What follows belongs to an exercise in optimizing a design on an open flow for small area, a short achievable clock period and few clock cycles; a production flow would make more cautious choices. Only simulation tests tie the RTL to the original design; equivalence was not proved.

===== config.mk =====
export PLATFORM = sky130hd
export DESIGN_NAME = pxe_core
export DESIGN_NICKNAME = pxe_core
export VERILOG_FILES = /design/flow/design.v
export SDC_FILE = /design/flow/constraint.sdc
export NUM_CORES = 4
export LEC_CHECK = 0
export CAP_MARGIN = 20
export CORE_MARGIN = 2
export CORE_UTILIZATION = 40
export SETUP_SLACK_MARGIN = 4.5
export SLEW_MARGIN = 20

===== constraint.sdc =====
create_clock -name core_clock -period 9.0 [get_ports {clk}]
set_input_delay 1.8000 -clock core_clock [delete_from_list [all_inputs] [get_ports {clk}]]
set_output_delay 1.8000 -clock core_clock [all_outputs]
set_load 0.01 [all_outputs]

===== design.v =====
module pxe_core (
    input  wire        clk,
    input  wire        rst,
    input  wire        cmd_valid,
    output wire        cmd_ready,
    input  wire [4:0]  cmd_op,
    input  wire [31:0] cmd_key,
    input  wire [15:0] cmd_height,
    input  wire [15:0] cmd_width,
    input  wire        in_valid,
    output wire        in_ready,
    input  wire [23:0] in_data,
    output wire        out_valid,
    input  wire        out_ready,
    output wire [23:0] out_data,
    output wire        mem_ren_a,
    output wire [9:0]  mem_raddr_a,
    input  wire [31:0] mem_rdata_a,
    output wire        mem_ren_b,
    output wire [9:0]  mem_raddr_b,
    input  wire [31:0] mem_rdata_b,
    output wire        mem_we,
    output wire [9:0]  mem_waddr,
    output wire [31:0] mem_wdata
);
    localparam [1:0] S_IDLE   = 2'd0,
                     S_RESEED = 2'd1,
                     S_DRAW   = 2'd2,
                     S_MATH   = 2'd3;
    localparam [1:0] P_J1  = 2'd0,    
                     P_J2  = 2'd1,    
                     P_SMP = 2'd2;    
    reg [1:0]  state;
    reg        shuf;        
    reg        dec;
    reg [31:0] x;           
    reg [9:0]  cnt;         
    reg [9:0]  ra;          
    reg        msb;         
    reg        d_valid;     
    reg        w_valid;     
    reg [15:0] wm1, col, row;
    reg [1:0]  phase;
    reg [1:0]  j1;
    reg [1:0]  cp0, cp1, cp2;
    reg [1:0]  bsel;        
    reg [23:0] out_reg;
    reg        out_v;
    wire [31:0] x_mix = x ^ {30'd0, x[31:30]};
    wire [31:0] x_inv = ~x_mix;
    wire cs_s1 = 1'b1 ^ cnt[0] ^ x_mix[0];
    wire cs_c2 = (1'b1 & cnt[0]) | (1'b1 & x_mix[0]) | (cnt[0] & x_mix[0]);
    wire cs_s3 = cnt[1] ^ x_mix[1];
    wire cs_c4 = cnt[1] & x_mix[1];
    wire cs_s5 = cnt[2] ^ x_mix[2] ^ x_mix[0];
    wire cs_c6 = (cnt[2] & x_mix[2]) | (cnt[2] & x_mix[0]) | (x_mix[2] & x_mix[0]);
    wire cs_s7 = cnt[3] ^ x_mix[3] ^ x_mix[1];
    wire cs_c8 = (cnt[3] & x_mix[3]) | (cnt[3] & x_mix[1]) | (x_mix[3] & x_mix[1]);
    wire cs_s9 = cnt[4] ^ x_mix[4] ^ x_mix[2];
    wire cs_c10 = (cnt[4] & x_mix[4]) | (cnt[4] & x_mix[2]) | (x_mix[4] & x_mix[2]);
    wire cs_s11 = 1'b1 ^ cnt[5] ^ x_mix[5];
    wire cs_c12 = (1'b1 & cnt[5]) | (1'b1 & x_mix[5]) | (cnt[5] & x_mix[5]);
    wire cs_s13 = x_mix[3] ^ x_inv[0];
    wire cs_c14 = x_mix[3] & x_inv[0];
    wire cs_s15 = cnt[6] ^ x_mix[6] ^ x_mix[4];
    wire cs_c16 = (cnt[6] & x_mix[6]) | (cnt[6] & x_mix[4]) | (x_mix[6] & x_mix[4]);
    wire cs_s17 = 1'b1 ^ cnt[7] ^ x_mix[7];
    wire cs_c18 = (1'b1 & cnt[7]) | (1'b1 & x_mix[7]) | (cnt[7] & x_mix[7]);
    wire cs_s19 = x_mix[5] ^ x_inv[2] ^ x_inv[0];
    wire cs_c20 = (x_mix[5] & x_inv[2]) | (x_mix[5] & x_inv[0]) | (x_inv[2] & x_inv[0]);
    wire cs_s21 = cnt[8] ^ x_mix[8] ^ x_mix[6];
    wire cs_c22 = (cnt[8] & x_mix[8]) | (cnt[8] & x_mix[6]) | (x_mix[8] & x_mix[6]);
    wire cs_s23 = x_inv[3] ^ x_inv[1];
    wire cs_c24 = x_inv[3] & x_inv[1];
    wire cs_s25 = cnt[9] ^ x_mix[9] ^ x_mix[7];
    wire cs_c26 = (cnt[9] & x_mix[9]) | (cnt[9] & x_mix[7]) | (x_mix[9] & x_mix[7]);
    wire cs_s27 = x_mix[0] ^ x_inv[4] ^ x_inv[2];
    wire cs_c28 = (x_mix[0] & x_inv[4]) | (x_mix[0] & x_inv[2]) | (x_inv[4] & x_inv[2]);
    wire cs_s29 = x_mix[10] ^ x_mix[8] ^ x_mix[1];
    wire cs_c30 = (x_mix[10] & x_mix[8]) | (x_mix[10] & x_mix[1]) | (x_mix[8] & x_mix[1]);
    wire cs_s31 = x_inv[5] ^ x_inv[3];
    wire cs_c32 = x_inv[5] & x_inv[3];
    wire cs_s33 = x_mix[11] ^ x_mix[9] ^ x_mix[2];
    wire cs_c34 = (x_mix[11] & x_mix[9]) | (x_mix[11] & x_mix[2]) | (x_mix[9] & x_mix[2]);
    wire cs_s35 = x_mix[0] ^ x_inv[6] ^ x_inv[4];
    wire cs_c36 = (x_mix[0] & x_inv[6]) | (x_mix[0] & x_inv[4]) | (x_inv[6] & x_inv[4]);
    wire cs_s37 = x_mix[12] ^ x_mix[10] ^ x_mix[3];
    wire cs_c38 = (x_mix[12] & x_mix[10]) | (x_mix[12] & x_mix[3]) | (x_mix[10] & x_mix[3]);
    wire cs_s39 = x_mix[1] ^ x_inv[7] ^ x_inv[5];
    wire cs_c40 = (x_mix[1] & x_inv[7]) | (x_mix[1] & x_inv[5]) | (x_inv[7] & x_inv[5]);
    wire cs_s41 = x_mix[13] ^ x_mix[11] ^ x_mix[4];
    wire cs_c42 = (x_mix[13] & x_mix[11]) | (x_mix[13] & x_mix[4]) | (x_mix[11] & x_mix[4]);
    wire cs_s43 = x_mix[2] ^ x_inv[8] ^ x_inv[6];
    wire cs_c44 = (x_mix[2] & x_inv[8]) | (x_mix[2] & x_inv[6]) | (x_inv[8] & x_inv[6]);
    wire cs_s45 = x_mix[14] ^ x_mix[12] ^ x_mix[5];
    wire cs_c46 = (x_mix[14] & x_mix[12]) | (x_mix[14] & x_mix[5]) | (x_mix[12] & x_mix[5]);
    wire cs_s47 = x_mix[3] ^ x_inv[9] ^ x_inv[7];
    wire cs_c48 = (x_mix[3] & x_inv[9]) | (x_mix[3] & x_inv[7]) | (x_inv[9] & x_inv[7]);
    wire cs_s49 = 1'b1 ^ x_mix[15] ^ x_mix[13];
    wire cs_c50 = (1'b1 & x_mix[15]) | (1'b1 & x_mix[13]) | (x_mix[15] & x_mix[13]);
    wire cs_s51 = x_mix[6] ^ x_mix[4] ^ x_inv[10];
    wire cs_c52 = (x_mix[6] & x_mix[4]) | (x_mix[6] & x_inv[10]) | (x_mix[4] & x_inv[10]);
    wire cs_s53 = x_inv[8] ^ x_inv[0];
    wire cs_c54 = x_inv[8] & x_inv[0];
    wire cs_s55 = x_mix[16] ^ x_mix[14] ^ x_mix[7];
    wire cs_c56 = (x_mix[16] & x_mix[14]) | (x_mix[16] & x_mix[7]) | (x_mix[14] & x_mix[7]);
    wire cs_s57 = x_mix[5] ^ x_inv[11] ^ x_inv[9];
    wire cs_c58 = (x_mix[5] & x_inv[11]) | (x_mix[5] & x_inv[9]) | (x_inv[11] & x_inv[9]);
    wire cs_s59 = x_mix[17] ^ x_mix[15] ^ x_mix[8];
    wire cs_c60 = (x_mix[17] & x_mix[15]) | (x_mix[17] & x_mix[8]) | (x_mix[15] & x_mix[8]);
    wire cs_s61 = x_mix[6] ^ x_inv[12] ^ x_inv[10];
    wire cs_c62 = (x_mix[6] & x_inv[12]) | (x_mix[6] & x_inv[10]) | (x_inv[12] & x_inv[10]);
    wire cs_s63 = x_mix[18] ^ x_mix[16] ^ x_mix[9];
    wire cs_c64 = (x_mix[18] & x_mix[16]) | (x_mix[18] & x_mix[9]) | (x_mix[16] & x_mix[9]);
    wire cs_s65 = x_mix[7] ^ x_inv[13] ^ x_inv[11];
    wire cs_c66 = (x_mix[7] & x_inv[13]) | (x_mix[7] & x_inv[11]) | (x_inv[13] & x_inv[11]);
    wire cs_s67 = x_mix[19] ^ x_mix[17] ^ x_mix[10];
    wire cs_c68 = (x_mix[19] & x_mix[17]) | (x_mix[19] & x_mix[10]) | (x_mix[17] & x_mix[10]);
    wire cs_s69 = x_mix[8] ^ x_mix[0] ^ x_inv[14];
    wire cs_c70 = (x_mix[8] & x_mix[0]) | (x_mix[8] & x_inv[14]) | (x_mix[0] & x_inv[14]);
    wire cs_s71 = x_inv[12] ^ x_inv[4];
    wire cs_c72 = x_inv[12] & x_inv[4];
    wire cs_s73 = x_mix[20] ^ x_mix[18] ^ x_mix[11];
    wire cs_c74 = (x_mix[20] & x_mix[18]) | (x_mix[20] & x_mix[11]) | (x_mix[18] & x_mix[11]);
    wire cs_s75 = x_mix[9] ^ x_mix[1] ^ x_inv[15];
    wire cs_c76 = (x_mix[9] & x_mix[1]) | (x_mix[9] & x_inv[15]) | (x_mix[1] & x_inv[15]);
    wire cs_s77 = x_inv[13] ^ x_inv[5];
    wire cs_c78 = x_inv[13] & x_inv[5];
    wire cs_s79 = x_mix[21] ^ x_mix[19] ^ x_mix[12];
    wire cs_c80 = (x_mix[21] & x_mix[19]) | (x_mix[21] & x_mix[12]) | (x_mix[19] & x_mix[12]);
    wire cs_s81 = x_mix[10] ^ x_mix[2] ^ x_inv[16];
    wire cs_c82 = (x_mix[10] & x_mix[2]) | (x_mix[10] & x_inv[16]) | (x_mix[2] & x_inv[16]);
    wire cs_s83 = x_inv[14] ^ x_inv[6];
    wire cs_c84 = x_inv[14] & x_inv[6];
    wire cs_s85 = x_mix[22] ^ x_mix[20] ^ x_mix[13];
    wire cs_c86 = (x_mix[22] & x_mix[20]) | (x_mix[22] & x_mix[13]) | (x_mix[20] & x_mix[13]);
    wire cs_s87 = x_mix[11] ^ x_mix[3] ^ x_inv[17];
    wire cs_c88 = (x_mix[11] & x_mix[3]) | (x_mix[11] & x_inv[17]) | (x_mix[3] & x_inv[17]);
    wire cs_s89 = x_inv[15] ^ x_inv[7];
    wire cs_c90 = x_inv[15] & x_inv[7];
    wire cs_s91 = x_mix[23] ^ x_mix[21] ^ x_mix[14];
    wire cs_c92 = (x_mix[23] & x_mix[21]) | (x_mix[23] & x_mix[14]) | (x_mix[21] & x_mix[14]);
    wire cs_s93 = x_mix[12] ^ x_mix[4] ^ x_inv[18];
    wire cs_c94 = (x_mix[12] & x_mix[4]) | (x_mix[12] & x_inv[18]) | (x_mix[4] & x_inv[18]);
    wire cs_s95 = x_inv[16] ^ x_inv[8];
    wire cs_c96 = x_inv[16] & x_inv[8];
    wire cs_s97 = x_mix[24] ^ x_mix[22] ^ x_mix[15];
    wire cs_c98 = (x_mix[24] & x_mix[22]) | (x_mix[24] & x_mix[15]) | (x_mix[22] & x_mix[15]);
    wire cs_s99 = x_mix[13] ^ x_mix[5] ^ x_inv[19];
    wire cs_c100 = (x_mix[13] & x_mix[5]) | (x_mix[13] & x_inv[19]) | (x_mix[5] & x_inv[19]);
    wire cs_s101 = x_inv[17] ^ x_inv[9];
    wire cs_c102 = x_inv[17] & x_inv[9];
    wire cs_s103 = x_mix[25] ^ x_mix[23] ^ x_mix[16];
    wire cs_c104 = (x_mix[25] & x_mix[23]) | (x_mix[25] & x_mix[16]) | (x_mix[23] & x_mix[16]);
    wire cs_s105 = x_mix[14] ^ x_mix[6] ^ x_inv[20];
    wire cs_c106 = (x_mix[14] & x_mix[6]) | (x_mix[14] & x_inv[20]) | (x_mix[6] & x_inv[20]);
    wire cs_s107 = x_inv[18] ^ x_inv[10];
    wire cs_c108 = x_inv[18] & x_inv[10];
    wire cs_s109 = 1'b1 ^ x_mix[26] ^ x_mix[24];
    wire cs_c110 = (1'b1 & x_mix[26]) | (1'b1 & x_mix[24]) | (x_mix[26] & x_mix[24]);
    wire cs_s111 = x_mix[17] ^ x_mix[15] ^ x_mix[7];
    wire cs_c112 = (x_mix[17] & x_mix[15]) | (x_mix[17] & x_mix[7]) | (x_mix[15] & x_mix[7]);
    wire cs_s113 = x_inv[21] ^ x_inv[19] ^ x_inv[11];
    wire cs_c114 = (x_inv[21] & x_inv[19]) | (x_inv[21] & x_inv[11]) | (x_inv[19] & x_inv[11]);
    wire cs_s115 = x_mix[27] ^ x_mix[25] ^ x_mix[18];
    wire cs_c116 = (x_mix[27] & x_mix[25]) | (x_mix[27] & x_mix[18]) | (x_mix[25] & x_mix[18]);
    wire cs_s117 = x_mix[16] ^ x_mix[8] ^ x_inv[22];
    wire cs_c118 = (x_mix[16] & x_mix[8]) | (x_mix[16] & x_inv[22]) | (x_mix[8] & x_inv[22]);
    wire cs_s119 = x_inv[20] ^ x_inv[12] ^ x_inv[1];
    wire cs_c120 = (x_inv[20] & x_inv[12]) | (x_inv[20] & x_inv[1]) | (x_inv[12] & x_inv[1]);
    wire cs_s121 = 1'b1 ^ x_mix[28] ^ x_mix[26];
    wire cs_c122 = (1'b1 & x_mix[28]) | (1'b1 & x_mix[26]) | (x_mix[28] & x_mix[26]);
    wire cs_s123 = x_mix[19] ^ x_mix[17] ^ x_mix[9];
    wire cs_c124 = (x_mix[19] & x_mix[17]) | (x_mix[19] & x_mix[9]) | (x_mix[17] & x_mix[9]);
    wire cs_s125 = x_inv[23] ^ x_inv[21] ^ x_inv[13];
    wire cs_c126 = (x_inv[23] & x_inv[21]) | (x_inv[23] & x_inv[13]) | (x_inv[21] & x_inv[13]);
    wire cs_s127 = x_inv[2] ^ x_inv[0];
    wire cs_c128 = x_inv[2] & x_inv[0];
    wire cs_s129 = x_mix[29] ^ x_mix[27] ^ x_mix[20];
    wire cs_c130 = (x_mix[29] & x_mix[27]) | (x_mix[29] & x_mix[20]) | (x_mix[27] & x_mix[20]);
    wire cs_s131 = x_mix[18] ^ x_mix[10] ^ x_inv[24];
    wire cs_c132 = (x_mix[18] & x_mix[10]) | (x_mix[18] & x_inv[24]) | (x_mix[10] & x_inv[24]);
    wire cs_s133 = x_inv[22] ^ x_inv[14] ^ x_inv[3];
    wire cs_c134 = (x_inv[22] & x_inv[14]) | (x_inv[22] & x_inv[3]) | (x_inv[14] & x_inv[3]);
    wire cs_s135 = x_mix[30] ^ x_mix[28] ^ x_mix[21];
    wire cs_c136 = (x_mix[30] & x_mix[28]) | (x_mix[30] & x_mix[21]) | (x_mix[28] & x_mix[21]);
    wire cs_s137 = x_mix[19] ^ x_mix[11] ^ x_inv[25];
    wire cs_c138 = (x_mix[19] & x_mix[11]) | (x_mix[19] & x_inv[25]) | (x_mix[11] & x_inv[25]);
    wire cs_s139 = x_inv[23] ^ x_inv[15] ^ x_inv[4];
    wire cs_c140 = (x_inv[23] & x_inv[15]) | (x_inv[23] & x_inv[4]) | (x_inv[15] & x_inv[4]);
    wire cs_s141 = x_mix[31] ^ x_mix[29] ^ x_mix[22];
    wire cs_s143 = x_mix[20] ^ x_mix[12] ^ x_mix[0];
    wire cs_s145 = x_inv[26] ^ x_inv[24] ^ x_inv[16];
    wire cs_s147 = x_inv[5] ^ x_inv[3];
    wire cs_s149 = cs_c10 ^ cs_s13 ^ cs_s11;
    wire cs_c150 = (cs_c10 & cs_s13) | (cs_c10 & cs_s11) | (cs_s13 & cs_s11);
    wire cs_s151 = x_inv[1] ^ cs_c14 ^ cs_c12;
    wire cs_c152 = (x_inv[1] & cs_c14) | (x_inv[1] & cs_c12) | (cs_c14 & cs_c12);
    wire cs_s153 = cs_c16 ^ cs_s17 ^ cs_s19;
    wire cs_c154 = (cs_c16 & cs_s17) | (cs_c16 & cs_s19) | (cs_s17 & cs_s19);
    wire cs_s155 = cs_c18 ^ cs_s23 ^ cs_c20;
    wire cs_c156 = (cs_c18 & cs_s23) | (cs_c18 & cs_c20) | (cs_s23 & cs_c20);
    wire cs_s157 = cs_c24 ^ cs_c22 ^ cs_s25;
    wire cs_c158 = (cs_c24 & cs_c22) | (cs_c24 & cs_s25) | (cs_c22 & cs_s25);
    wire cs_s159 = cs_c26 ^ cs_s31 ^ cs_c28;
    wire cs_c160 = (cs_c26 & cs_s31) | (cs_c26 & cs_c28) | (cs_s31 & cs_c28);
    wire cs_s161 = cs_c32 ^ cs_c30 ^ cs_s33;
    wire cs_c162 = (cs_c32 & cs_c30) | (cs_c32 & cs_s33) | (cs_c30 & cs_s33);
    wire cs_s163 = cs_c34 ^ cs_c36 ^ cs_s37;
    wire cs_c164 = (cs_c34 & cs_c36) | (cs_c34 & cs_s37) | (cs_c36 & cs_s37);
    wire cs_s165 = cs_c38 ^ cs_c40 ^ cs_s41;
    wire cs_c166 = (cs_c38 & cs_c40) | (cs_c38 & cs_s41) | (cs_c40 & cs_s41);
    wire cs_s167 = cs_c42 ^ cs_c44 ^ cs_s45;
    wire cs_c168 = (cs_c42 & cs_c44) | (cs_c42 & cs_s45) | (cs_c44 & cs_s45);
    wire cs_s169 = cs_c46 ^ cs_s53 ^ cs_c48;
    wire cs_c170 = (cs_c46 & cs_s53) | (cs_c46 & cs_c48) | (cs_s53 & cs_c48);
    wire cs_s171 = cs_s49 ^ cs_s51;
    wire cs_c172 = cs_s49 & cs_s51;
    wire cs_s173 = x_inv[1] ^ cs_c54 ^ cs_c50;
    wire cs_c174 = (x_inv[1] & cs_c54) | (x_inv[1] & cs_c50) | (cs_c54 & cs_c50);
    wire cs_s175 = cs_c52 ^ cs_s55 ^ cs_s57;
    wire cs_c176 = (cs_c52 & cs_s55) | (cs_c52 & cs_s57) | (cs_s55 & cs_s57);
    wire cs_s177 = x_inv[2] ^ cs_c56 ^ cs_c58;
    wire cs_c178 = (x_inv[2] & cs_c56) | (x_inv[2] & cs_c58) | (cs_c56 & cs_c58);
    wire cs_s179 = cs_s59 ^ cs_s61;
    wire cs_c180 = cs_s59 & cs_s61;
    wire cs_s181 = x_inv[3] ^ cs_c60 ^ cs_c62;
    wire cs_c182 = (x_inv[3] & cs_c60) | (x_inv[3] & cs_c62) | (cs_c60 & cs_c62);
    wire cs_s183 = cs_s63 ^ cs_s65;
    wire cs_c184 = cs_s63 & cs_s65;
    wire cs_s185 = cs_c64 ^ cs_s71 ^ cs_c66;
    wire cs_c186 = (cs_c64 & cs_s71) | (cs_c64 & cs_c66) | (cs_s71 & cs_c66);
    wire cs_s187 = cs_s67 ^ cs_s69;
    wire cs_c188 = cs_s67 & cs_s69;
    wire cs_s189 = cs_c72 ^ cs_c68 ^ cs_s77;
    wire cs_c190 = (cs_c72 & cs_c68) | (cs_c72 & cs_s77) | (cs_c68 & cs_s77);
    wire cs_s191 = cs_c70 ^ cs_s73 ^ cs_s75;
    wire cs_c192 = (cs_c70 & cs_s73) | (cs_c70 & cs_s75) | (cs_s73 & cs_s75);
    wire cs_s193 = cs_c78 ^ cs_c74 ^ cs_s83;
    wire cs_c194 = (cs_c78 & cs_c74) | (cs_c78 & cs_s83) | (cs_c74 & cs_s83);
    wire cs_s195 = cs_c76 ^ cs_s79 ^ cs_s81;
    wire cs_c196 = (cs_c76 & cs_s79) | (cs_c76 & cs_s81) | (cs_s79 & cs_s81);
    wire cs_s197 = cs_c84 ^ cs_c80 ^ cs_s89;
    wire cs_c198 = (cs_c84 & cs_c80) | (cs_c84 & cs_s89) | (cs_c80 & cs_s89);
    wire cs_s199 = cs_c82 ^ cs_s85 ^ cs_s87;
    wire cs_c200 = (cs_c82 & cs_s85) | (cs_c82 & cs_s87) | (cs_s85 & cs_s87);
    wire cs_s201 = cs_c90 ^ cs_c86 ^ cs_s95;
    wire cs_c202 = (cs_c90 & cs_c86) | (cs_c90 & cs_s95) | (cs_c86 & cs_s95);
    wire cs_s203 = cs_c88 ^ cs_s91 ^ cs_s93;
    wire cs_c204 = (cs_c88 & cs_s91) | (cs_c88 & cs_s93) | (cs_s91 & cs_s93);
    wire cs_s205 = cs_c96 ^ cs_c92 ^ cs_s101;
    wire cs_c206 = (cs_c96 & cs_c92) | (cs_c96 & cs_s101) | (cs_c92 & cs_s101);
    wire cs_s207 = cs_c94 ^ cs_s97 ^ cs_s99;
    wire cs_c208 = (cs_c94 & cs_s97) | (cs_c94 & cs_s99) | (cs_s97 & cs_s99);
    wire cs_s209 = cs_c102 ^ cs_c98 ^ cs_s107;
    wire cs_c210 = (cs_c102 & cs_c98) | (cs_c102 & cs_s107) | (cs_c98 & cs_s107);
    wire cs_s211 = cs_c100 ^ cs_s103 ^ cs_s105;
    wire cs_c212 = (cs_c100 & cs_s103) | (cs_c100 & cs_s105) | (cs_s103 & cs_s105);
    wire cs_s213 = x_inv[0] ^ cs_c108 ^ cs_c104;
    wire cs_c214 = (x_inv[0] & cs_c108) | (x_inv[0] & cs_c104) | (cs_c108 & cs_c104);
    wire cs_s215 = cs_c106 ^ cs_s109 ^ cs_s111;
    wire cs_c216 = (cs_c106 & cs_s109) | (cs_c106 & cs_s111) | (cs_s109 & cs_s111);
    wire cs_s217 = cs_c110 ^ cs_c112 ^ cs_c114;
    wire cs_c218 = (cs_c110 & cs_c112) | (cs_c110 & cs_c114) | (cs_c112 & cs_c114);
    wire cs_s219 = cs_s115 ^ cs_s117 ^ cs_s119;
    wire cs_c220 = (cs_s115 & cs_s117) | (cs_s115 & cs_s119) | (cs_s117 & cs_s119);
    wire cs_s221 = cs_c116 ^ cs_s127 ^ cs_c118;
    wire cs_c222 = (cs_c116 & cs_s127) | (cs_c116 & cs_c118) | (cs_s127 & cs_c118);
    wire cs_s223 = cs_c120 ^ cs_s121 ^ cs_s123;
    wire cs_c224 = (cs_c120 & cs_s121) | (cs_c120 & cs_s123) | (cs_s121 & cs_s123);
    wire cs_s225 = x_inv[1] ^ cs_c128 ^ cs_c122;
    wire cs_c226 = (x_inv[1] & cs_c128) | (x_inv[1] & cs_c122) | (cs_c128 & cs_c122);
    wire cs_s227 = cs_c124 ^ cs_c126 ^ cs_s129;
    wire cs_c228 = (cs_c124 & cs_c126) | (cs_c124 & cs_s129) | (cs_c126 & cs_s129);
    wire cs_s229 = cs_s131 ^ cs_s133;
    wire cs_c230 = cs_s131 & cs_s133;
    wire cs_s231 = x_inv[2] ^ cs_c130 ^ cs_c132;
    wire cs_c232 = (x_inv[2] & cs_c130) | (x_inv[2] & cs_c132) | (cs_c130 & cs_c132);
    wire cs_s233 = cs_c134 ^ cs_s135 ^ cs_s137;
    wire cs_c234 = (cs_c134 & cs_s135) | (cs_c134 & cs_s137) | (cs_s135 & cs_s137);
    wire cs_s235 = cs_c136 ^ cs_s147 ^ cs_c138;
    wire cs_s237 = cs_c140 ^ cs_s141 ^ cs_s143;
    wire cs_s239 = cs_s15 ^ cs_s151 ^ cs_c150;
    wire cs_c240 = (cs_s15 & cs_s151) | (cs_s15 & cs_c150) | (cs_s151 & cs_c150);
    wire cs_s241 = cs_c152 ^ cs_s153;
    wire cs_c242 = cs_c152 & cs_s153;
    wire cs_s243 = cs_s21 ^ cs_c154 ^ cs_s155;
    wire cs_c244 = (cs_s21 & cs_c154) | (cs_s21 & cs_s155) | (cs_c154 & cs_s155);
    wire cs_s245 = cs_s27 ^ cs_c156 ^ cs_s157;
    wire cs_c246 = (cs_s27 & cs_c156) | (cs_s27 & cs_s157) | (cs_c156 & cs_s157);
    wire cs_s247 = cs_s29 ^ cs_c158 ^ cs_s159;
    wire cs_c248 = (cs_s29 & cs_c158) | (cs_s29 & cs_s159) | (cs_c158 & cs_s159);
    wire cs_s249 = cs_s35 ^ cs_c160 ^ cs_s161;
    wire cs_c250 = (cs_s35 & cs_c160) | (cs_s35 & cs_s161) | (cs_c160 & cs_s161);
    wire cs_s251 = cs_s39 ^ cs_c162 ^ cs_s163;
    wire cs_c252 = (cs_s39 & cs_c162) | (cs_s39 & cs_s163) | (cs_c162 & cs_s163);
    wire cs_s253 = cs_s43 ^ cs_c164 ^ cs_s165;
    wire cs_c254 = (cs_s43 & cs_c164) | (cs_s43 & cs_s165) | (cs_c164 & cs_s165);
    wire cs_s255 = cs_s47 ^ cs_c166 ^ cs_s167;
    wire cs_c256 = (cs_s47 & cs_c166) | (cs_s47 & cs_s167) | (cs_c166 & cs_s167);
    wire cs_s257 = cs_s171 ^ cs_c168 ^ cs_s169;
    wire cs_c258 = (cs_s171 & cs_c168) | (cs_s171 & cs_s169) | (cs_c168 & cs_s169);
    wire cs_s259 = cs_c172 ^ cs_s173 ^ cs_c170;
    wire cs_c260 = (cs_c172 & cs_s173) | (cs_c172 & cs_c170) | (cs_s173 & cs_c170);
    wire cs_s261 = cs_c174 ^ cs_s179 ^ cs_c176;
    wire cs_c262 = (cs_c174 & cs_s179) | (cs_c174 & cs_c176) | (cs_s179 & cs_c176);
    wire cs_s263 = cs_c180 ^ cs_s183 ^ cs_c178;
    wire cs_c264 = (cs_c180 & cs_s183) | (cs_c180 & cs_c178) | (cs_s183 & cs_c178);
    wire cs_s265 = cs_c184 ^ cs_s187 ^ cs_c182;
    wire cs_c266 = (cs_c184 & cs_s187) | (cs_c184 & cs_c182) | (cs_s187 & cs_c182);
    wire cs_s267 = cs_c188 ^ cs_s189 ^ cs_c186;
    wire cs_c268 = (cs_c188 & cs_s189) | (cs_c188 & cs_c186) | (cs_s189 & cs_c186);
    wire cs_s269 = cs_c190 ^ cs_s193 ^ cs_c192;
    wire cs_c270 = (cs_c190 & cs_s193) | (cs_c190 & cs_c192) | (cs_s193 & cs_c192);
    wire cs_s271 = cs_c194 ^ cs_s197 ^ cs_c196;
    wire cs_c272 = (cs_c194 & cs_s197) | (cs_c194 & cs_c196) | (cs_s197 & cs_c196);
    wire cs_s273 = cs_c198 ^ cs_s201 ^ cs_c200;
    wire cs_c274 = (cs_c198 & cs_s201) | (cs_c198 & cs_c200) | (cs_s201 & cs_c200);
    wire cs_s275 = cs_c202 ^ cs_s205 ^ cs_c204;
    wire cs_c276 = (cs_c202 & cs_s205) | (cs_c202 & cs_c204) | (cs_s205 & cs_c204);
    wire cs_s277 = cs_c206 ^ cs_s209 ^ cs_c208;
    wire cs_c278 = (cs_c206 & cs_s209) | (cs_c206 & cs_c208) | (cs_s209 & cs_c208);
    wire cs_s279 = cs_s113 ^ cs_c210 ^ cs_s213;
    wire cs_c280 = (cs_s113 & cs_c210) | (cs_s113 & cs_s213) | (cs_c210 & cs_s213);
    wire cs_s281 = cs_c212 ^ cs_s215;
    wire cs_c282 = cs_c212 & cs_s215;
    wire cs_s283 = cs_c214 ^ cs_c216 ^ cs_s217;
    wire cs_c284 = (cs_c214 & cs_c216) | (cs_c214 & cs_s217) | (cs_c216 & cs_s217);
    wire cs_s285 = cs_s125 ^ cs_c218 ^ cs_c220;
    wire cs_c286 = (cs_s125 & cs_c218) | (cs_s125 & cs_c220) | (cs_c218 & cs_c220);
    wire cs_s287 = cs_s221 ^ cs_s223;
    wire cs_c288 = cs_s221 & cs_s223;
    wire cs_s289 = cs_s225 ^ cs_s229 ^ cs_c222;
    wire cs_c290 = (cs_s225 & cs_s229) | (cs_s225 & cs_c222) | (cs_s229 & cs_c222);
    wire cs_s291 = cs_c224 ^ cs_s227;
    wire cs_c292 = cs_c224 & cs_s227;
    wire cs_s293 = cs_s139 ^ cs_c226 ^ cs_c230;
    wire cs_c294 = (cs_s139 & cs_c226) | (cs_s139 & cs_c230) | (cs_c226 & cs_c230);
    wire cs_s295 = cs_c228 ^ cs_s231 ^ cs_s233;
    wire cs_c296 = (cs_c228 & cs_s231) | (cs_c228 & cs_s233) | (cs_s231 & cs_s233);
    wire cs_s297 = cs_s145 ^ cs_c232 ^ cs_c234;
    wire cs_s299 = cs_s235 ^ cs_s237;
    wire cs_s301 = cs_s175 ^ cs_c258 ^ cs_s259;
    wire cs_c302 = (cs_s175 & cs_c258) | (cs_s175 & cs_s259) | (cs_c258 & cs_s259);
    wire cs_s303 = cs_s177 ^ cs_c260 ^ cs_s261;
    wire cs_c304 = (cs_s177 & cs_c260) | (cs_s177 & cs_s261) | (cs_c260 & cs_s261);
    wire cs_s305 = cs_s181 ^ cs_c262 ^ cs_s263;
    wire cs_c306 = (cs_s181 & cs_c262) | (cs_s181 & cs_s263) | (cs_c262 & cs_s263);
    wire cs_s307 = cs_s185 ^ cs_c264 ^ cs_s265;
    wire cs_c308 = (cs_s185 & cs_c264) | (cs_s185 & cs_s265) | (cs_c264 & cs_s265);
    wire cs_s309 = cs_s191 ^ cs_c266 ^ cs_s267;
    wire cs_c310 = (cs_s191 & cs_c266) | (cs_s191 & cs_s267) | (cs_c266 & cs_s267);
    wire cs_s311 = cs_s195 ^ cs_c268 ^ cs_s269;
    wire cs_c312 = (cs_s195 & cs_c268) | (cs_s195 & cs_s269) | (cs_c268 & cs_s269);
    wire cs_s313 = cs_s199 ^ cs_c270 ^ cs_s271;
    wire cs_c314 = (cs_s199 & cs_c270) | (cs_s199 & cs_s271) | (cs_c270 & cs_s271);
    wire cs_s315 = cs_s203 ^ cs_c272 ^ cs_s273;
    wire cs_c316 = (cs_s203 & cs_c272) | (cs_s203 & cs_s273) | (cs_c272 & cs_s273);
    wire cs_s317 = cs_s207 ^ cs_c274 ^ cs_s275;
    wire cs_c318 = (cs_s207 & cs_c274) | (cs_s207 & cs_s275) | (cs_c274 & cs_s275);
    wire cs_s319 = cs_s211 ^ cs_c276 ^ cs_s277;
    wire cs_c320 = (cs_s211 & cs_c276) | (cs_s211 & cs_s277) | (cs_c276 & cs_s277);
    wire cs_s321 = cs_s281 ^ cs_s279 ^ cs_c278;
    wire cs_c322 = (cs_s281 & cs_s279) | (cs_s281 & cs_c278) | (cs_s279 & cs_c278);
    wire cs_s323 = cs_s219 ^ cs_c282 ^ cs_c280;
    wire cs_c324 = (cs_s219 & cs_c282) | (cs_s219 & cs_c280) | (cs_c282 & cs_c280);
    wire cs_s325 = cs_s287 ^ cs_c284 ^ cs_s285;
    wire cs_c326 = (cs_s287 & cs_c284) | (cs_s287 & cs_s285) | (cs_c284 & cs_s285);
    wire cs_s327 = cs_c288 ^ cs_s291 ^ cs_c286;
    wire cs_c328 = (cs_c288 & cs_s291) | (cs_c288 & cs_c286) | (cs_s291 & cs_c286);
    wire cs_s329 = cs_c292 ^ cs_c290 ^ cs_s293;
    wire cs_c330 = (cs_c292 & cs_c290) | (cs_c292 & cs_s293) | (cs_c290 & cs_s293);
    wire cs_s331 = cs_c294 ^ cs_s299 ^ cs_c296;
    wire cs_s333 = cs_s283 ^ cs_c322 ^ cs_s323;
    wire cs_c334 = (cs_s283 & cs_c322) | (cs_s283 & cs_s323) | (cs_c322 & cs_s323);
    wire cs_s335 = cs_c324 ^ cs_s325;
    wire cs_c336 = cs_c324 & cs_s325;
    wire cs_s337 = cs_s289 ^ cs_c326 ^ cs_s327;
    wire cs_c338 = (cs_s289 & cs_c326) | (cs_s289 & cs_s327) | (cs_c326 & cs_s327);
    wire cs_s339 = cs_s295 ^ cs_c328 ^ cs_s329;
    wire cs_c340 = (cs_s295 & cs_c328) | (cs_s295 & cs_s329) | (cs_c328 & cs_s329);
    wire cs_s341 = cs_s297 ^ cs_c330 ^ cs_s331;
    wire [31:0] ms_a = {cs_c340, cs_c338, cs_c336, cs_c334, cs_s333, cs_c320, cs_c318, cs_c316, cs_c314, cs_c312, cs_c310, cs_c308, cs_c306, cs_c304, cs_c302, cs_s301, cs_c256, cs_c254, cs_c252, cs_c250, cs_c248, cs_c246, cs_c244, cs_c242, cs_c240, cs_s239, cs_s149, cs_c8, cs_c6, cs_c4, cs_s3, cs_s1};
    wire [31:0] ms_b = {cs_s341, cs_s339, cs_s337, cs_s335, 1'b0, cs_s321, cs_s319, cs_s317, cs_s315, cs_s313, cs_s311, cs_s309, cs_s307, cs_s305, cs_s303, 1'b0, cs_s257, cs_s255, cs_s253, cs_s251, cs_s249, cs_s247, cs_s245, cs_s243, cs_s241, 1'b0, 1'b0, cs_s9, cs_s7, cs_s5, cs_c2, 1'b0};
    wire [31:0] x_next = ms_a + ms_b;
    wire [9:0]  rb = (ra >= 10'd228) ? ra - 10'd228 : ra + 10'd396;
    wire [31:0] tw = mem_rdata_b ^ {1'b0, msb, mem_rdata_a[30:1]}
                     ^ (mem_rdata_a[0] ? 32'h9908B0DF : 32'h0);
    function [31:0] temper;
        input [31:0] v;
        reg [31:0] t;
        begin
            t = v ^ (v >> 11);
            t = t ^ ((t << 7)  & 32'h9D2C5680);
            t = t ^ ((t << 15) & 32'hEFC60000);
            t = t ^ (t >> 18);
            temper = t;
        end
    endfunction
    wire [31:0] word = temper(x);
    wire [7:0]  w8   = word[7:0];
    function [7:0] sel_byte;
        input [23:0] p;
        input [1:0]  k;
        begin
            case (k)
                2'd0:    sel_byte = p[7:0];
                2'd1:    sel_byte = p[15:8];
                default: sel_byte = p[23:16];
            endcase
        end
    endfunction
    wire [1:0] cp_b  = (bsel == 2'd0) ? cp0 : (bsel == 2'd1) ? cp1 : cp2;
    wire [1:0] src   = (shuf && !dec) ? cp_b : bsel;    
    wire [1:0] dst   = (shuf && dec)  ? cp_b : bsel;    
    wire [7:0] s_in  = sel_byte(in_data, src);
    wire        acc_nz = (w8[6:0] <= 7'd99);
    wire signed [9:0] nz  = $signed({3'b000, w8[6:0]}) - 10'sd50;
    wire signed [9:0] sv  = $signed({2'b00, s_in});
    wire signed [9:0] sum = dec ? (sv - nz) : (sv + nz);
    wire [7:0]  clipped = sum[9] ? 8'd0 : (sum[8] ? 8'd255 : sum[7:0]);
    wire [7:0]  res     = shuf ? clipped : (s_in ^ w8);
    wire [7:0]  k8  = x[7:0];
    wire [7:0]  mka = dec ? k8 : 8'd0;
    wire [7:0]  mkb = dec ? ~k8 : k8;
    wire [7:0]  mkc = dec ? 8'd0 : k8;
    wire [7:0]  m_r0 = (((in_data[7:0]   ^ mka) + mkb + {7'd0, dec}) ^ mkc);
    wire [7:0]  m_r1 = (((in_data[15:8]  ^ mka) + mkb + {7'd0, dec}) ^ mkc);
    wire [7:0]  m_r2 = (((in_data[23:16] ^ mka) + mkb + {7'd0, dec}) ^ mkc);
    wire out_free = !out_v || out_ready;
    wire in_draw  = (state == S_DRAW);
    wire smp_word = !shuf || (phase == P_SMP && acc_nz);
    wire consume  = w_valid && (!smp_word || (in_valid && out_free));
    wire put      = w_valid && smp_word && in_valid && out_free;    
    wire advance  = d_valid && (!w_valid || consume);
    wire pix_done = (put && bsel == 2'd2) ||
                    ((state == S_MATH) && in_valid && out_free);
    wire last_pix = (row == 16'd0) && (col == 16'd0);
    wire issue    = ((state == S_RESEED) && (cnt == 10'd623)) ||
                    (in_draw && !(pix_done && last_pix) && (!d_valid || advance));
    assign cmd_ready = (state == S_IDLE);
    assign in_ready  = (in_draw && w_valid && smp_word && bsel == 2'd2 && out_free) ||
                       ((state == S_MATH) && out_free);
    assign out_valid = out_v;
    assign out_data  = out_reg;
    assign mem_ren_a   = issue;
    assign mem_raddr_a = ra;
    assign mem_ren_b   = issue;
    assign mem_raddr_b = rb;
    assign mem_we      = (state == S_RESEED) || (in_draw && w_valid);
    assign mem_waddr   = cnt;
    assign mem_wdata   = x;
    always @(posedge clk) begin
        if (rst) begin
            state   <= S_IDLE;
            d_valid <= 1'b0;
            w_valid <= 1'b0;
            out_v   <= 1'b0;
        end else begin
            if (out_ready)
                out_v <= 1'b0;
            if (pix_done)
                out_v <= 1'b1;
            if (issue)
                ra <= (ra == 10'd623) ? 10'd0 : ra + 10'd1;
            case (state)
                S_IDLE: begin
                    if (cmd_valid) begin
                        shuf  <= cmd_op[2];
                        dec   <= cmd_op[4];
                        x     <= cmd_key;
                        cnt   <= 10'd0;
                        ra    <= 10'd1;
                        phase <= P_J1;
                        bsel  <= 2'd0;
                        wm1   <= cmd_width - 16'd1;
                        col   <= cmd_width - 16'd1;
                        row   <= cmd_height - 16'd1;
                        if (cmd_height == 16'd0 || cmd_width == 16'd0)
                            state <= S_IDLE;
                        else if (cmd_op[1])
                            state <= S_MATH;
                        else
                            state <= S_RESEED;
                    end
                end
                S_RESEED: begin
                    x   <= x_next;
                    if (cnt == 10'd0)
                        msb <= x[31];
                    if (cnt == 10'd623) begin
                        d_valid <= 1'b1;
                        state   <= S_DRAW;
                    end else begin
                        cnt <= cnt + 10'd1;
                    end
                end
                S_DRAW: begin
                    if (advance) begin
                        msb <= mem_rdata_a[31];
                        x   <= tw;
                        cnt <= (cnt == 10'd623) ? 10'd0 : cnt + 10'd1;
                    end
                    d_valid <= issue || (d_valid && !advance);
                    w_valid <= advance || (w_valid && !consume);
                    if (consume && shuf) begin
                        case (phase)
                            P_J1: begin
                                if (w8[1:0] != 2'd3) begin
                                    j1    <= w8[1:0];
                                    phase <= P_J2;
                                end
                            end
                            P_J2: begin
                                case ({j1, w8[0]})
                                    3'b000: begin cp0 <= 2'd1; cp1 <= 2'd2; cp2 <= 2'd0; end
                                    3'b001: begin cp0 <= 2'd2; cp1 <= 2'd1; cp2 <= 2'd0; end
                                    3'b010: begin cp0 <= 2'd2; cp1 <= 2'd0; cp2 <= 2'd1; end
                                    3'b011: begin cp0 <= 2'd0; cp1 <= 2'd2; cp2 <= 2'd1; end
                                    3'b100: begin cp0 <= 2'd1; cp1 <= 2'd0; cp2 <= 2'd2; end
                                    default: begin cp0 <= 2'd0; cp1 <= 2'd1; cp2 <= 2'd2; end
                                endcase
                                phase <= P_SMP;
                            end
                            default: ;
                        endcase
                    end
                    if (put) begin
                        case (dst)
                            2'd0:    out_reg[7:0]   <= res;
                            2'd1:    out_reg[15:8]  <= res;
                            default: out_reg[23:16] <= res;
                        endcase
                        bsel <= (bsel == 2'd2) ? 2'd0 : bsel + 2'd1;
                    end
                end
                S_MATH: begin
                    if (pix_done)
                        out_reg <= {m_r2, m_r1, m_r0};
                end
                default: state <= S_IDLE;
            endcase
            if (pix_done) begin
                if (last_pix) begin
                    state   <= S_IDLE;
                    d_valid <= 1'b0;
                    w_valid <= 1'b0;
                end else if (col == 16'd0) begin
                    col <= wm1;
                    row <= row - 16'd1;
                end else begin
                    col <= col - 16'd1;
                end
            end
        end
    end
endmodule

===== run.sh =====
#!/bin/bash
# synth_recipe.tcl (not shown) runs the flow's synth.tcl, then flattens the netlist and writes it again
# the make line also repeats each setting of config.mk as NAME=value (left out here)
make -C /OpenROAD-flow-scripts/flow DESIGN_CONFIG=/design/flow/config.mk WORK_HOME=/design/flow/orfs CLKGATE_MAP_FILE= SYNTH_SCRIPT=/design/flow/synth_recipe.tcl finish

==> results of run 1 <==
-- stage by stage --
step | worst slack [ns] | util, % | area (µm²) | std cells
3_3_place_gp | 3.01 | 48.2 | 20100 | 2554
2_1_floorplan | 4.22 | - | 17100 | 1801
3_5_place_dp | 2.94 | 48.2 | 20100 | 2554
5_1_grt | 3.94 | 54.9 | 22900 | 2748
4_1_cts | 3.99 | 52.2 | 21800 | 2676
6_report | 4.04 | 54.9 | 22900 | 2748
-- layer usage --
| layer | vias up | global-route usage [%] | share of wire, % |
|---|---|---|---|
| met5 | - | 0 | 0 |
| met4 | 0 | 9.21 | 3.5 |
| met3 | 91 | 4.97 | 6.3 |
| met2 | 445 | 39.4 | 48 |
| met1 | 7001 | 31.0 | 43 |
| li1 | 6858 | - | - |
-- kinds of logic (layout without fill, tap and decap cells) --
family	Yosys count	count (layout)	synth area share [%]
flip-flops	144	144	25.4
XOR/XNOR	253	253	13.9
multiplexers	24	24	1.44
AO/OA/AOI/OAI	348	348	13.4
AND/OR/NAND/NOR	443	443	12.9
adder cells (fa/ha/maj)	260	260	25.4
buffers and inverters	329	737	7.49
-- repair_timing --
| item | CTS | global route |
|---|---|---|
| endpoints found under the setup margin | 90 | 53 |
| hold endpoints to repair | 0 | 0 |
| pin swaps | 22 | 73 |
| gates resized for setup | 91 | 120 |
| setup buffers | 90 | 72 |
-- worst min-delay path by stage --
stage                                   from            endpoint  cells past startpoint
after floorplan           w_valid$_SDFF_PP0_  w_valid$_SDFF_PP0_                      2
after global placement       j1[1]$_DFFE_PP_    cp2[1]$_DFFE_PP_                      0
after detailed placement     j1[1]$_DFFE_PP_    cp2[1]$_DFFE_PP_                      0
after CTS                    j1[1]$_DFFE_PP_    cp2[1]$_DFFE_PP_                      0
after global routing         j1[1]$_DFFE_PP_    cp2[1]$_DFFE_PP_                      0
final                        j1[1]$_DFFE_PP_    cp2[1]$_DFFE_PP_                      0
-- critical path: cells and delay by family, from the launching register on --
family | cells | cell delay [ns]
adder cells (fa/ha/maj) | 1 | 0.29
AO/OA/AOI/OAI | 3 | 0.80
buffers and inverters | 4 | 0.58
flip-flops | 1 | 0.47
XOR/XNOR | 2 | 0.49
AND/OR/NAND/NOR | 1 | 0.08
-- layout by cell type (no fill, tap or decap), types with 13 or more instances in the layout --
cell type,count
nor2_1,131
nand3_1,38
buf_6,15
o21ai_0,66
or3_1,14
nor3_1,35
ha_1,91
a21o_1,38
nor2b_1,16
xor2_1,83
a21oi_2,13
ha_4,26
nand2b_1,24
fa_1,129
inv_1,242
buf_4,152
a22oi_1,19
a21oi_1,79
xnor2_1,146
edfxtp_1,139
clkbuf_16,17
inv_2,20
clkdlybuf4s50_1,240
mux2i_1,22
o211ai_1,22
nand2_1,100
-- final cells by class --
class                      instances  area, µm²  area share [%]
clock buffer                      19        433            1.89
timing repair buffer             427       3980            17.3
tap                              539        674            2.94
clock inverter                    13        180           0.786
sequential                       144       4270            18.6
inverter                         278       1100            4.78
multi-input combinational       1328      12300            53.6
==> impl_metrics.json, run 1 <==
{
  "syn_nets": 2222,
  "synth_area_leader_cell": "edfxtp_1",
  "place.gp.congestion": 0.898,
  "critical_path.reg2reg.endpoint": "x[31]$_DFFE_PP_",
  "cts_htree_levels": 4,
  "cts-hold-fix-buffers": 0,
  "rows": 75,
  "wire_per_inst_um": 19.3,
  "synth-edff-count": 139,
  "largest_net_degree_at_the_start_of_global_routing": 71,
  "setup.reg_to_reg.worst_slack_ns": 4.11,
  "antenna_cells": 0,
  "timing_worst_slew_pin_value_ns": 0.885,
  "critical-path-top-cell-by-count": "buf_4",
  "critical-path-max-stage-delay_ns": 0.47,
  "final_min_period_over_clock_period_pct": 55.1,
  "area_of_the_die_um2": 43700,
  "critical_path_required_ns": 7.20,
  "globalRoute.totalOverflow": 0,
  "detailed_place_hpwl_um": 38700,
  "synth_cells": 1801,
  "final-max-slew-violation-count": 0,
  "r2r-start": "x[8]$_DFFE_PP_",
  "clk_pin_slew_worst_paths_ns": 0.07,
  "dr.first_iter.drc_count": 862,
  "routed_via_density": 5.24,
  "detailroute.via_count": 14400,
  "path_cells": "inv_4, ha_4, xnor3_2, buf_4, xor2_4, a2111oi_4, o211ai_2, buf_4, nor2_1, o21a_1, buf_2",
  "initial_utilization_pct": 40.3,
  "postSynthRegisterBits": 144,
  "synth-async-reset-ratio_pct": 0,
  "grt_pass1_vias": 14400,
  "clock-sinks": 144,
  "grt_first_pass_wirelength_um": 79900,
  "result_of_the_run": "finished clean",
  "hp-class": "reg -> reg",
  "worst_clock_skew_ns": 0.0167,
  "crit_slowest_cell": "edfxtp_1",
  "die_h_um": 209,
  "route.antenna.remaining_nets": 0,
  "groute.usage.overall_pct": 24.0,
  "yosys-top-cells-area": "edfxtp_1 25%, fa_1 16%, ha_1 9.1%",
  "synth_top_cells_by_count": "276 x inv_1, 152 x xnor2_1, 139 x edfxtp_1",
  "timing.critical_path.to": "in_ready",
  "pin_count": 254,
  "cts_buffers": 17,
  "ys.warnings.count": 1,
  "critical_path.startpoint": "x[3]$_DFFE_PP_",
  "drt-pass1-iter-count": 5,
  "clock_tree_from_tritoncts": "done",
  "fin_setup_tns_ns": 0,
  "yosys.cell_count.top_type": "inv_1",
  "setup_violations_final": 0,
  "core-area_um2": 41800,
  "drc": 0,
  "max_freq_ghz": 0.202,
  "clk_root_buffer_cell": "clkbuf_16",
  "slew_headroom_pct": 40.6,
  "largest_driver_fanout_on_the_critical_path": 7,
  "hold_slack_ns": 0.516,
  "arrival_ns": 3.16,
  "synth_cell_types": 88,
  "rsz0062_at_grt": "yes",
  "clock_insertion_delay_worst_skew_ns": 0.46,
  "synthesis.area_per_instance_um2": 9.34,
  "post_synth_instance_area_um2": 16800,
  "netlist.area_leader.share_pct": 24.8,
  "worst-r2r-cell-count": 20,
  "layout-area-overhead-vs-synth_pct": 36.3,
  "cap_viol_max_count": 0,
  "hold_viol": 0,
  "cts-root-to-sink-buffers": 2,
  "synth.yosys.seq_area_share_pct": 25.4,
  "ys.flop_type": "edfxtp_1",
  "floorplan.die.width_um": 209,
  "post_route_cells_drive_above_1_share_pct": 18.1,
  "place.port_buffers": 251,
  "setup.worst_path.start_class": "flip-flop",
  "fillerInstances": 3670,
  "final_net_count": 2617,
  "critPathKind": "reg -> out",
  "critical_path.endpoint_type": "primary output",
  "totalWireLength_um": 53000,
  "largest_reg_flops": 32,
  "grt_antenna_before_repair": 0,
  "final.min_clock_period_ns": 4.96
}
Testbench counts, summed over its fixed seeds: cycles 72,153.
==> inputs of run 2 (changes only) <==
--- a/config.mk
+++ b/config.mk
@@ -10,3 +10,3 @@
 export CORE_UTILIZATION = 40
-export SETUP_SLACK_MARGIN = 4.5
+export SETUP_SLACK_MARGIN = 5.0
 export SLEW_MARGIN = 20
==> impl_metrics.json, run 2 <==
{
  "grt_antenna_before_repair": 1,
  "critical-path-top-cell-by-count": "fa_1",
  "detailed_place_hpwl_um": 39100,
  "synth_cell_types": 88,
  "place.port_buffers": 251,
  "grt_first_pass_wirelength_um": 81100,
  "ys.flop_type": "edfxtp_1",
  "initial_utilization_pct": 40.3,
  "largest_reg_flops": 32,
  "fillerInstances": 3673,
  "final.min_clock_period_ns": 5.01,
  "clock_tree_from_tritoncts": "done",
  "mostFrequentLayoutCell": "inv_1",
  "post_route_cells_drive_above_1_share_pct": 19.3,
  "synthesis.area_per_instance_um2": 9.34,
  "antenna_cells": 0,
  "cts_buffers": 17,
  "totalWireLength_um": 53700,
  "path_delay_family": "adder cells",
  "setup.worst_path.start_class": "flip-flop",
  "final_min_period_over_clock_period_pct": 55.7,
  "critPathKind": "reg -> reg",
  "critical-path-max-stage-delay_ns": 0.51,
  "layout_common_cells": "241 x inv_1, 233 x clkdlybuf4s50_1, 145 x xnor2_1, 143 x buf_4, 139 x edfxtp_1",
  "dr.first_iter.drc_count": 930,
  "hold_viol": 0,
  "area_of_the_die_um2": 43700,
  "wire_per_inst_um": 19.5,
  "final_core_util_pct": 55.3,
  "synth-edff-count": 139,
  "detailroute.via_count": 14500,
  "path_cells": "clkinvlp_4, buf_6, fa_1, inv_2, ha_4, fa_1, inv_1, fa_1, inv_2, ha_4, a21o_1, a21o_1, a21oi_4, nor2_2, a221oi_2, buf_4, o21ai_4, a311oi_2, xor2_1, o221ai_1",
  "synth-async-reset-ratio_pct": 0,
  "routed_via_density": 5.27,
  "result_of_the_run": "finished clean",
  "crit_slowest_cell": "fa_1",
  "worst_hold_startpoint": "j1[1]$_DFFE_PP_",
  "timing_worst_slew_pin_value_ns": 0.828,
  "arrival_ns": 5.18,
  "largest_driver_fanout_on_the_critical_path": 4,
  "max_freq_ghz": 0.199,
  "synth_top_cells_by_count": "276 x inv_1, 152 x xnor2_1, 139 x edfxtp_1",
  "seq_area_um2": 4270,
  "dpl-instance-area_um2": 20400,
  "synth_area_leader_cell": "edfxtp_1",
  "rsz0062_at_grt": "yes",
  "rows": 75,
  "r2r-start": "x[9]$_DFFE_PP_",
  "largest_net_degree_at_the_start_of_global_routing": 71,
  "yosys-top-cells-area": "edfxtp_1 25%, fa_1 16%, ha_1 9.1%",
  "globalRoute.totalOverflow": 0,
  "critical_path.endpoint_type": "flip-flop",
  "fin_cells": 2755,
  "setup_violations_final": 0,
  "total_area_of_multi_input_combinational_cells_um2": 12400,
  "grt_pass1_vias": 14400,
  "layout-area-overhead-vs-synth_pct": 37.3,
  "critical_path.startpoint": "x[9]$_DFFE_PP_",
  "final_net_count": 2626,
  "cap_viol_max_count": 0,
  "post_synth_instance_area_um2": 16800,
  "clk_pin_slew_worst_paths_ns": 0.07,
  "ys.warnings.count": 1,
  "synth_cells": 1801,
  "worst_clock_skew_ns": 0.0197,
  "fin_setup_tns_ns": 0,
  "drc": 0,
  "post-place-cells": 2555,
  "final-max-slew-violation-count": 0,
  "worstPathBufferInverterCount": 6,
  "hp-class": "reg -> reg",
  "postSynthRegisterBits": 144,
  "floorplan.die.width_um": 209,
  "slew_headroom_pct": 44.7,
  "cts_htree_levels": 4,
  "groute.usage.overall_pct": 24.4,
  "synth.yosys.seq_area_share_pct": 25.4,
  "clk_root_buffer_cell": "clkbuf_16",
  "clock_insertion_delay_worst_skew_ns": 0.47,
  "route.antenna.remaining_nets": 0,
  "netlist.area_leader.share_pct": 24.8,
  "syn_nets": 2222,
  "cts-root-to-sink-buffers": 2,
  "design_area_um2": 23100,
  "core-area_um2": 41800,
  "critical_path_required_ns": 9.17,
  "drt-pass1-iter-count": 6,
  "place.gp.congestion": 0.868,
  "die_h_um": 209,
  "yosys.cell_count.top_type": "inv_1",
  "clock-sinks": 144,
  "pin_count": 254
}
[run 2: changes by cell type in the layout (fill, tap and decap cells not counted), sizes merged]
cell and delta:
bufbuf +1, dlygate4sd2 +7, inv +1, clkbuf -1, clkinvlp -3, clkinv +2, dlymetal6s2s -4, buf +13
clkdlybuf4s50 -7, bufinv -2
[run 2: per-stage QoR]
| stage | hold slack, ns | worst slack, ns |
|---|---|---|
| 6_report | 0.532 | 3.99 |
| 4_1_cts | 0.519 | 3.97 |
| 2_1_floorplan | 0.481 | 4.22 |
| 5_1_grt | 0.548 | 3.81 |
| 3_3_place_gp | 0.492 | 3.03 |
| 3_5_place_dp | 0.505 | 2.98 |
[run 2: area by class of cell]
type,count,area share [%]
clock buffer,19,1.87
multi-input combinational,1328,53.8
clock inverter,11,0.477
sequential,144,18.5
tap,539,2.92
timing repair buffer,436,17.6
inverter,278,4.75
[run 2: path summary, 6_finish.rpt]
check / endpoint / slack [ns] / cells past startpoint
setup / recovery: x[30]$_DFFE_PP_ / 3.99 / 20
hold / removal: cp2[1]$_DFFE_PP_ / 0.53 / 0
setup reg to reg: x[30]$_DFFE_PP_ / 3.99 / 20
hold reg to reg: cp2[1]$_DFFE_PP_ / 0.53 / 0
[run 2: metal layers]
layer  global-route usage [%]  vias to the layer above  routed length [µm]
li1                         -                     6874                   -
met1                     32.1                     7105               23500
met2                     39.8                      467               25400
met3                     5.29                       77                3280
met4                     8.25                        2                1540
met5                        0                        -                  16
[run 2: repair_timing]
| item | CTS | global route |
|---|---|---|
| resized for setup | 171 | 71 |
| setup endpoints to repair | 166 | 60 |
| setup buffers | 132 | 37 |
| pin swaps | 57 | 67 |
| hold buffers | 0 | 0 |
| cloned | 1 | 0 |
[run 2: cell families (layout without fill, tap and decap cells)]
family                   after synthesis  after routing  share of synthesized area, %
AND/OR/NAND/NOR                      443            443                          12.9
AO/OA/AOI/OAI                        348            348                          13.4
XOR/XNOR                             253            253                          13.9
buffers and inverters                329            744                          7.49
multiplexers                          24             24                          1.44
adder cells (fa/ha/maj)              260            260                          25.4
flip-flops                           144            144                          25.4
==> inputs of run 3 (changes only) <==
--- a/config.mk
+++ b/config.mk
@@ -10,3 +10,3 @@
 export CORE_UTILIZATION = 40
-export SETUP_SLACK_MARGIN = 5.0
+export SETUP_SLACK_MARGIN = 3.5
 export SLEW_MARGIN = 20
==> impl_metrics.json, run 3 <==
{
  "yosys-top-cells-area": "edfxtp_1 25%, fa_1 16%, ha_1 9.1%",
  "setup.worst_path.start_class": "flip-flop",
  "post_synth_xor_area_fraction_pct": 13.9,
  "final_net_count": 2510,
  "max_freq_ghz": 0.183,
  "area_of_the_die_um2": 43700,
  "grt_antenna_before_repair": 2,
  "synth-adder-area-share_pct": 25.4,
  "clk_root_buffer_cell": "clkbuf_16",
  "synthesis.area_per_instance_um2": 9.34,
  "dr.first_iter.drc_count": 1009,
  "largest_net_degree_at_the_start_of_global_routing": 71,
  "synth-async-reset-ratio_pct": 0,
  "rows": 75,
  "critPathKind": "reg -> out",
  "synth.yosys.seq_area_share_pct": 25.4,
  "timing_worst_slew_pin_value_ns": 1.03,
  "fin_setup_tns_ns": 0,
  "fillerInstances": 3850,
  "detailroute.via_count": 13800,
  "critical_path_required_ns": 7.20,
  "result_of_the_run": "finished clean",
  "synth-edff-count": 139,
  "post_route_cells_drive_above_1_share_pct": 8.28,
  "layout_common_cells": "267 x inv_1, 250 x clkdlybuf4s50_1, 149 x xnor2_1, 139 x edfxtp_1, 137 x fa_1",
  "arrival_ns": 3.65,
  "largest_driver_fanout_on_the_critical_path": 5,
  "critical_path.startpoint": "x[20]$_DFFE_PP_",
  "critical_path.endpoint_type": "primary output",
  "r2r-start": "x[9]$_DFFE_PP_",
  "cts-hold-fix-buffers": 0,
  "place.port_buffers": 251,
  "floorplan.die.width_um": 209,
  "initial_utilization_pct": 40.3,
  "synth_top_cells_by_count": "276 x inv_1, 152 x xnor2_1, 139 x edfxtp_1",
  "synth.area.mux_share_pct": 1.44,
  "ys.warnings.count": 1,
  "synth_area_leader_cell": "edfxtp_1",
  "groute.usage.overall_pct": 22.9,
  "cts_buffers": 17,
  "cts_htree_levels": 4,
  "clock-sinks": 144,
  "hold_viol": 0,
  "drt-pass1-iter-count": 5,
  "wire_per_inst_um": 18.9,
  "syn_nets": 2222,
  "detailed_place_hpwl_um": 38500,
  "worst_hold_startpoint": "j1[1]$_DFFE_PP_",
  "cts-root-to-sink-buffers": 2,
  "globalRoute.totalOverflow": 0,
  "rsz0062_at_grt": "yes",
  "slew_headroom_pct": 31.6,
  "worst_clock_skew_ns": 0.0195,
  "ys.flop_type": "edfxtp_1",
  "final.min_clock_period_ns": 5.45,
  "clock_tree_from_tritoncts": "done",
  "yosys.cell_count.top_type": "inv_1",
  "mostFrequentLayoutCell": "inv_1",
  "hp-class": "reg -> reg",
  "synth_compound_area_share_pct": 13.4,
  "routed_via_density": 5.24,
  "grt_first_pass_wirelength_um": 76600,
  "layout-area-overhead-vs-synth_pct": 25.6,
  "largest_reg_flops": 32,
  "final_min_period_over_clock_period_pct": 60.6,
  "post_synth_instance_area_um2": 16800,
  "grt_pass1_vias": 13800,
  "worst-r2r-cell-count": 17,
  "clk_pin_slew_worst_paths_ns": 0.07,
  "largest_family_of_logic_cells_by_synthesized_area": "adder cells",
  "core-area_um2": 41800,
  "place.gp.congestion": 0.909,
  "final-max-slew-violation-count": 0,
  "route.antenna.remaining_nets": 0,
  "post-place-cells": 2555,
  "synth-simple-area-share_pct": 12.9,
  "totalWireLength_um": 50000,
  "drc": 0,
  "synth_cells": 1801,
  "setup_violations_final": 0,
  "cap_viol_max_count": 0,
  "worst_hold_path_cell_count": 0,
  "clock_insertion_delay_worst_skew_ns": 0.47,
  "die_h_um": 209,
  "postSynthRegisterBits": 144,
  "netlist.area_leader.share_pct": 24.8,
  "fin_cells": 2644,
  "synth_cell_types": 88,
  "pin_count": 254
}
## run 3: cell counts after synthesis
Identical to the previous run, type by type.
## run 3: cell type report
cell class | instances | area [µm²] | area share (%)
tap | 539 | 674 | 3.19
clock inverter | 15 | 166 | 0.787
inverter | 278 | 1070 | 5.04
multi-input combinational | 1328 | 11500 | 54.3
antenna | 3 | 7.51 | 0.0355
timing repair buffer | 320 | 3050 | 14.4
sequential | 144 | 4270 | 20.2
clock buffer | 17 | 425 | 2.01
## run 3: cells by family after synthesis
group                      count (synthesis)
DFF                                      144
adders and majority gates                260
muxes                                     24
AOI/OAI and AO/OA                        348
and+or+nand+nor                          443
buffers and inverters                    329
xor gates and xnor gates                 253
## run 3: final timing paths
check	endpoint	slack, ns
max	mem_ren_b	3.55
max reg2reg	x[19]$_DFFE_PP_	3.66
min reg2reg	cp2[1]$_DFFE_PP_	0.52
min	cp2[1]$_DFFE_PP_	0.52
## run 3: metal layers
metal / vias to the layer above / track usage, % / part of all wire [%]
met1: 6752 / 30.0 / 44
met4: 0 / 7.04 / 2.7
li1: 6635 / - / -
met3: 72 / 4.34 / 5.9
met5: - / 0 / 0
met2: 390 / 38.3 / 47
## run 3: critical path, stage by stage, from the launching register on
cell,delay (ns)
edfxtp_1,0.47
xnor3_2,0.51
xnor2_2,0.24
inv_2,0.10
ha_1,0.22
nor2b_1,0.16
a2111oi_4,0.35
o211ai_2,0.18
a211oi_2,0.35
o21ai_4,0.12
clkdlybuf4s50_1,0.49
## run 3: what timing repair did
item                                    4_1_cts  5_1_grt
endpoints found under the setup margin       40       13
cloned                                        0        0
buffers inserted                             26       28
gates resized for setup                      23       19
pin swaps                                     8        2
## run 3: per-stage QoR
| step | cell area, µm² | setup WS, ns | hold slack (ns) | utilization (%) |
|---|---|---|---|---|
| 3_3_place_gp | 19900 | 2.66 | 0.490 | 47.8 |
| 5_1_grt | 21100 | 3.47 | 0.545 | 50.6 |
| 4_1_cts | 20800 | 3.50 | 0.517 | 49.9 |
| 3_5_place_dp | 19900 | 2.59 | 0.500 | 47.8 |
| 6_report | 21100 | 3.55 | 0.517 | 50.6 |
| 2_1_floorplan | 16800 | 3.69 | 0.481 | - |

[static timing again, ports no longer ideal]
The results above use ideal ports. As a check the final layouts listed here were re-extracted and re-timed, cells and wires unchanged. Step 1 (the two cells are an assumption about what drives the block):
set clk [get_ports {clk}]
set_driving_cell -lib_cell sky130_fd_sc_hd__clkbuf_16 $clk
set_driving_cell -lib_cell sky130_fd_sc_hd__buf_2 [delete_from_list [all_inputs] $clk]
Step 2 also shifts input and output timing later by t, the mid clock arrival at the registers, as if the neighbouring blocks saw the same clock. Slacks: no drivers / after step 1 / after step 2; pairs: no drivers / after step 1.
| run | t, ns | setup WS [ns] | slew at the worst register clock pin (ns) | worst slew at a driven data input, ns |
|---|---|---|---|---|
| run 1 | 0.498 | 4.044 / 3.995 / 4.016 | 0.08 / 0.08 | 0.08 |
| run 2 | 0.514 | 3.987 / 3.977 / 3.987 | 0.08 / 0.08 | 0.08 |
| run 3 | 0.518 | 3.548 / 3.492 / 3.426 | 0.08 / 0.08 | 0.09 |
After both steps every run listed still meets setup and hold. For run 3, which loses most, drivers alone change the setup slack by -0.056 ns; drivers and shift together by -0.122 ns.
